This is an optimization exercise on Yosys and OpenROAD, whose aim is small area, a short achievable clock period and few clock cycles, not a production implementation.
In this exercise RTL edits were held to simulation tests only and were not proved equivalent to the original.
Power figures rest on the tool's default switching activity, not on a simulated workload.

oak:
==> flow/design.v (excerpt) <==
module tmc_decoder (
    input  wire         clk,
    input  wire         rst,
    input  wire         in_valid,
    output wire         in_ready,
    input  wire [1:0]   in_op,        
    input  wire         in_clk,
    input  wire         in_dat,
    input  wire         in_stb,
    input  wire         cfg_clk_present,
    input  wire         cfg_dat_present,
    input  wire         cfg_stb_present,
    input  wire [31:0]  cfg_samplerate,
    input  wire [1:0]   cfg_radix,
    output wire         out_valid,
    input  wire         out_ready,
    output reg  [3:0]   out_kind,
    output reg  [15:0]  out_ss,
    output reg  [15:0]  out_es,
    output reg  [7:0]   out_val,
    output reg  [3:0]   out_nbits,
    output reg  [263:0] out_blist,    
    output reg  [47:0]  out_rate,
    output wire [1:0]   status_err,
    output wire [1:0]   out_radix
);
    localparam integer DIV_CYC   = 48;               
    localparam [1:0] FIND_START = 2'd0, FIND_DATA = 2'd1, FIND_ACK = 2'd2;
    localparam integer P_IDLE = 0, P_START = 1, P_LBIT = 2, P_PRE  = 3,
                       P_FBITS = 4, P_POST = 5, P_BYTE = 6, P_WAIT = 7,
                       P_RATE  = 8, P_STOP = 9, P_ACK  = 10;
    reg  [1:0]  state;
    reg         variant;         
    reg  [3:0]  n;               
    reg  [7:0]  value;
    reg  [15:0] ssn [0:8];       
    reg         svn [0:8];       
    reg         byte_seen;
    reg  [15:0] byte_ss;
    reg  [15:0] kc;              
    reg  [15:0] sn;
    reg  [2:0]  prev;            
    reg         started;
    reg  [1:0]  err;
    reg         c_stb;
    reg  [31:0] c_rate;
    reg  [1:0]  c_radix;
    reg  [10:0] ph;
    reg  [7:0]  bmn;             
    reg         o_ov, o_sssn, o_essn, o_k0, o_k1, o_k2;
  ...
Size: about 1800 cells after synthesis, roughly 370 flip-flops, about 410 I/O pins, roughly 0.018 mm2 of cells after synthesis.
Settings: LEC_CHECK=0, CAP_MARGIN=20, CORE_MARGIN=2, CORE_UTILIZATION=65, SETUP_SLACK_MARGIN=4.8, SLEW_MARGIN=20; clock period 8.0 ns.
standard.sh (not shown) runs the stock make flow with config.mk's settings and CLKGATE_MAP_FILE= SYNTH_SCRIPT=/design/flow/synth_recipe.tcl, a recipe that flattens the netlist after the stock synthesis.
==> flow/flow/run.sh <==
#!/bin/bash
export BUFFER_PORTS_ARGS="-buffer_cell sky130_fd_sc_hd__buf_1"
export CTS_ARGS="-sink_clustering_enable -repair_clock_nets -dont_use_dummy_load -sink_clustering_size 20 -sink_clustering_max_diameter 80 -buf_list {sky130_fd_sc_hd__clkbuf_8 sky130_fd_sc_hd__clkbuf_16}"
bash standard.sh > standard.log 2>&1
oak | status: complete | timing, DRC, antenna: pass
Testbench counts of oak, summed over its fixed seeds: cycles 70,746.
diff inputs: oak => pine
- SETUP_SLACK_MARGIN: 4.8 -> 4.5
Results
The setup slack reported for pine is smaller than that of oak by 0.051 ns. On total power consumption of the routed design: pine sits below oak. pine vs oak — total met2 wirelength after detailed routing dropped by a few percent.
[inputs] birch vs pine
- a change of CORE_UTILIZATION from 65 to 70
Results
birch against pine: total number of multi-input combinational cells held steady, met1 track demand over resource in global routing rose 3.7 points. On via count of the first global-routing pass: between birch and pine, it ends up higher for birch. pine -> birch: number of nets in the layout flat. Sequential share of power on birch is down relative to pine. Per the final summary, birch finished and its layout is clean on timing, DRC and antenna. Of the two values seen for destination of the critical timing path, ssn[0][14]$_DFFE_PP_ was produced by pine and out_es[15] by birch. Compared pine against birch; sequential share of layout area within noise.

Setup of build 77:
Another version of the RTL of tmc_decoder (not shown whole).
Size in the first run: about 1900 cells after synthesis, ~370 flip-flops, about 0.019 mm^2 of cells after synthesis.
Design tmc_decoder, start of the top module:
module tmc_decoder (
    input  wire         clk,
    input  wire         rst,
    input  wire         in_valid,
    output wire         in_ready,
    input  wire [1:0]   in_op,        
    input  wire         in_clk,
    input  wire         in_dat,
    input  wire         in_stb,
    input  wire         cfg_clk_present,
    input  wire         cfg_dat_present,
    input  wire         cfg_stb_present,
    input  wire [31:0]  cfg_samplerate,
    input  wire [1:0]   cfg_radix,
    output wire         out_valid,
    input  wire         out_ready,
    output reg  [3:0]   out_kind,
    output reg  [15:0]  out_ss,
    output reg  [15:0]  out_es,
    output reg  [7:0]   out_val,
    output reg  [3:0]   out_nbits,
    output reg  [263:0] out_blist,    
    output reg  [47:0]  out_rate,
    output wire [1:0]   status_err,
    output wire [1:0]   out_radix
);
Settings: LEC_CHECK=0, CAP_MARGIN=20, CORE_MARGIN=2, CORE_UTILIZATION=65, SETUP_SLACK_MARGIN=4.5, SLEW_MARGIN=20; clock period 8.0 ns.
==> flow/flow/run.sh <==
#!/bin/bash
export BUFFER_PORTS_ARGS="-buffer_cell sky130_fd_sc_hd__buf_1"
export CTS_ARGS="-sink_clustering_enable -repair_clock_nets -dont_use_dummy_load -sink_clustering_size 24 -sink_clustering_max_diameter 80 -buf_list {sky130_fd_sc_hd__clkbuf_8 sky130_fd_sc_hd__clkbuf_16}"
bash standard.sh > standard.log 2>&1
No stage failed in build 77, and the final checks on the layout all came back clean.
Testbench counts of build 77, summed over its fixed seeds: cycles 70,566.
Relative to build 77, the following input files were edited for build 82:
==> flow/flow/run.sh <==
#!/bin/bash
export BUFFER_PORTS_ARGS="-buffer_cell sky130_fd_sc_hd__buf_1"
export CTS_ARGS="-sink_clustering_enable -repair_clock_nets -dont_use_dummy_load -buf_list {sky130_fd_sc_hd__clkbuf_4 sky130_fd_sc_hd__clkbuf_8}"
bash standard.sh > standard.log 2>&1
[summary]
Changes observed in build 82 relative to build 77: cell area after placement essentially unchanged, count of cells along the worst hold path essentially unchanged, routed length on met2 decreased 0.52%, final critical-path share of the clock period increased 0.33 points, share of the final layout cell area in sequential cells decreased 0.69 points. Build 82 vs build 77 on number of buffers created by CTS: build 82 is the higher one. Synthesis-to-finish area growth in build 82 vs build 77: up 1.7 points. Setup slack, build 77 and build 82, lower one = build 82. Between build 77 and build 82, the global-route wire length before repair is higher for build 82. Power share of the clock group: build 82 vs build 77 up 5.3 points.
## Diff of input files: build 33 against build 82
Settings: changing CORE_UTILIZATION from 65 to 55.
==> flow/flow/run.sh <==
#!/bin/bash
export BUFFER_PORTS_ARGS="-buffer_cell sky130_fd_sc_hd__buf_1"
export CTS_ARGS="-sink_clustering_enable -repair_clock_nets -dont_use_dummy_load -buf_list {sky130_fd_sc_hd__clkbuf_4}"
bash standard.sh > standard.log 2>&1
[summary]
The higher horizontal die dimension of build 82 and build 33 is in build 33.
Diff build 82 -> build 33 | met3 wire length | down by more than 10%
Global-route wire length before repair, build 82 and build 33, higher one = build 33.
Vias: build 33 more than build 82
Core utilization of the finished layout in build 33 is 10 points lower than in build 82
Build 33: part of the power in combinational logic 0.2 points above build 82
Non-clock buffer count: build 82 vs build 33, no meaningful difference

RTL: one of the versions met above, not the one the previous note started from.
Size in the first run: about 370 flip-flops, about 410 I/O pins, roughly 0.018 mm² of cells after synthesis.
// tmc_decoder
module tmc_decoder (
    input  wire         clk,
    input  wire         rst,
    input  wire         in_valid,
    output wire         in_ready,
    input  wire [1:0]   in_op,        
    input  wire         in_clk,
    input  wire         in_dat,
    input  wire         in_stb,
    input  wire         cfg_clk_present,
    input  wire         cfg_dat_present,
    input  wire         cfg_stb_present,
    input  wire [31:0]  cfg_samplerate,
    input  wire [1:0]   cfg_radix,
    output wire         out_valid,
    input  wire         out_ready,
    output reg  [3:0]   out_kind,
    output reg  [15:0]  out_ss,
    output reg  [15:0]  out_es,
    output reg  [7:0]   out_val,
    output reg  [3:0]   out_nbits,
    output reg  [263:0] out_blist,    
    output reg  [47:0]  out_rate,
    output wire [1:0]   status_err,
    output wire [1:0]   out_radix
);
    localparam integer DIV_CYC   = 48;               
    localparam [1:0] FIND_START = 2'd0, FIND_DATA = 2'd1, FIND_ACK = 2'd2;
    localparam integer P_IDLE = 0, P_START = 1, P_LBIT = 2, P_PRE  = 3,
                       P_FBITS = 4, P_POST = 5, P_BYTE = 6, P_WAIT = 7,
                       P_RATE  = 8, P_STOP = 9, P_ACK  = 10;
    reg  [1:0]  state;
    reg         variant;         
    reg  [3:0]  n;               
    reg  [7:0]  value;
    reg  [15:0] ssn [0:8];       
    reg         svn [0:8];       
    reg         byte_seen;
    reg  [15:0] byte_ss;
    reg  [15:0] kc;              
    reg  [15:0] sn;
    reg  [2:0]  prev;            
    reg         started;
    reg  [1:0]  err;
    reg         c_stb;
    reg  [31:0] c_rate;
  ...
export LEC_CHECK = 0
export CAP_MARGIN = 20
export CORE_MARGIN = 2
export CORE_UTILIZATION = 65
export SETUP_SLACK_MARGIN = 4.7
export SLEW_MARGIN = 20
create_clock -name core_clock -period 8.0 [get_ports {clk}]
==> flow/flow/run.sh <==
#!/bin/bash
export BUFFER_PORTS_ARGS="-buffer_cell sky130_fd_sc_hd__buf_1"
export CTS_ARGS="-sink_clustering_enable -repair_clock_nets -dont_use_dummy_load -sink_clustering_size 20 -sink_clustering_max_diameter 80 -buf_list {sky130_fd_sc_hd__clkbuf_8 sky130_fd_sc_hd__clkbuf_16}"
bash standard.sh > standard.log 2>&1
The starting point produced a clean layout.
Testbench counts at the start, summed over its fixed seeds: cycles 70,746.
Change:
Settings changed: SETUP_SLACK_MARGIN 4.7 to 4.6.
Power drops slightly; clock power barely changes; worst hold slack improved by 0.0076 ns; routed wire length drops by a few percent; synthesized area is unchanged; maximum frequency drops slightly; non-clock buffer count drops by 25; worst setup slack got worse by 0.067 ns; cell area drops slightly; clock skew drops by 0.0078 ns; combinational power drops by a few percent.

v11:
tmc_decoder with an RTL version that a note above also has.
For scale: about 1900 cells after synthesis, about 410 I/O pins, about 0.019 mm² of cells after synthesis.
==> flow/config.mk <==
export PLATFORM = sky130hd
export DESIGN_NAME = tmc_decoder
export DESIGN_NICKNAME = tmc_decoder
export VERILOG_FILES = /design/flow/design.v
export SDC_FILE = /design/flow/constraint.sdc
export NUM_CORES = 4
export LEC_CHECK = 0
export CAP_MARGIN = 20
export CORE_MARGIN = 2
export CORE_UTILIZATION = 65
export SETUP_SLACK_MARGIN = 4.5
export SLEW_MARGIN = 20
==> flow/constraint.sdc <==
create_clock -name core_clock -period 8.0 [get_ports {clk}]
set_input_delay 1.6000 -clock core_clock [delete_from_list [all_inputs] [get_ports {clk}]]
set_output_delay 1.6000 -clock core_clock [all_outputs]
set_load 0.01 [all_outputs]
Scripts as last shown in full above: flow/flow/run.sh
v11 | status: complete | timing, DRC, antenna: pass
Testbench counts of v11, summed over its fixed seeds: cycles 70,566.
For v1, these inputs were changed with respect to v11:
- CORE_UTILIZATION now 55, was 65
==> flow/flow/run.sh <==
#!/bin/bash
export BUFFER_PORTS_ARGS="-buffer_cell sky130_fd_sc_hd__buf_1"
export CTS_ARGS="-sink_clustering_enable -repair_clock_nets -dont_use_dummy_load -buf_list {sky130_fd_sc_hd__clkbuf_4 sky130_fd_sc_hd__clkbuf_8}"
bash standard.sh > standard.log 2>&1
- v1 finished every step from synthesis to the final layout, and the layout passed the timing, DRC and antenna checks.
- Re final design instance area without fill: v1 and v11 aren't equal, and the higher value belongs to v1.
- Taking v11 as the reference, in v1 cell count rose by about 4%; count of clock-buffer cells in the layout rose 170%; H-tree depth reported by CTS higher.

## afterwards: timing with drivers on the ports
The results above use ideal ports. As a check the final layouts listed here were re-extracted and re-timed, cells and wires unchanged. Step 1, drivers: a clkbuf_16 drives clk and a buf_2 each remaining input, both assumed. Step 2 also shifts input and output timing later by t, the mid clock arrival at the registers, as if the neighbouring blocks saw the same clock. Slacks: ideal / step 1 / step 2; pairs: ideal / step 1.
run	t, ns	setup slack, ns	pins driven straight from the clock port
oak	0.575	4.599 / 4.545 / 4.326	1
pine	0.577	4.548 / 4.499 / 3.972	1
birch	0.568	4.524 / 4.469 / 4.077	1
build 77	0.567	4.555 / 4.502 / 4.030	1
build 82	0.639	4.528 / 4.474 / 3.987	1
build 33	0.780	4.355 / 4.302 / 3.835	1
the first run of note 3	0.585	4.649 / 4.593 / 4.171	1
the second run of note 3	0.576	4.582 / 4.558 / 4.008	1
v11	0.581	4.574 / 4.520 / 4.033	1
v1	0.683	4.481 / 4.429 / 3.857	1
After both steps every run listed still meets setup and hold. For v1, which loses most, drivers alone change the setup slack by -0.052 ns; drivers and shift together by -0.624 ns.
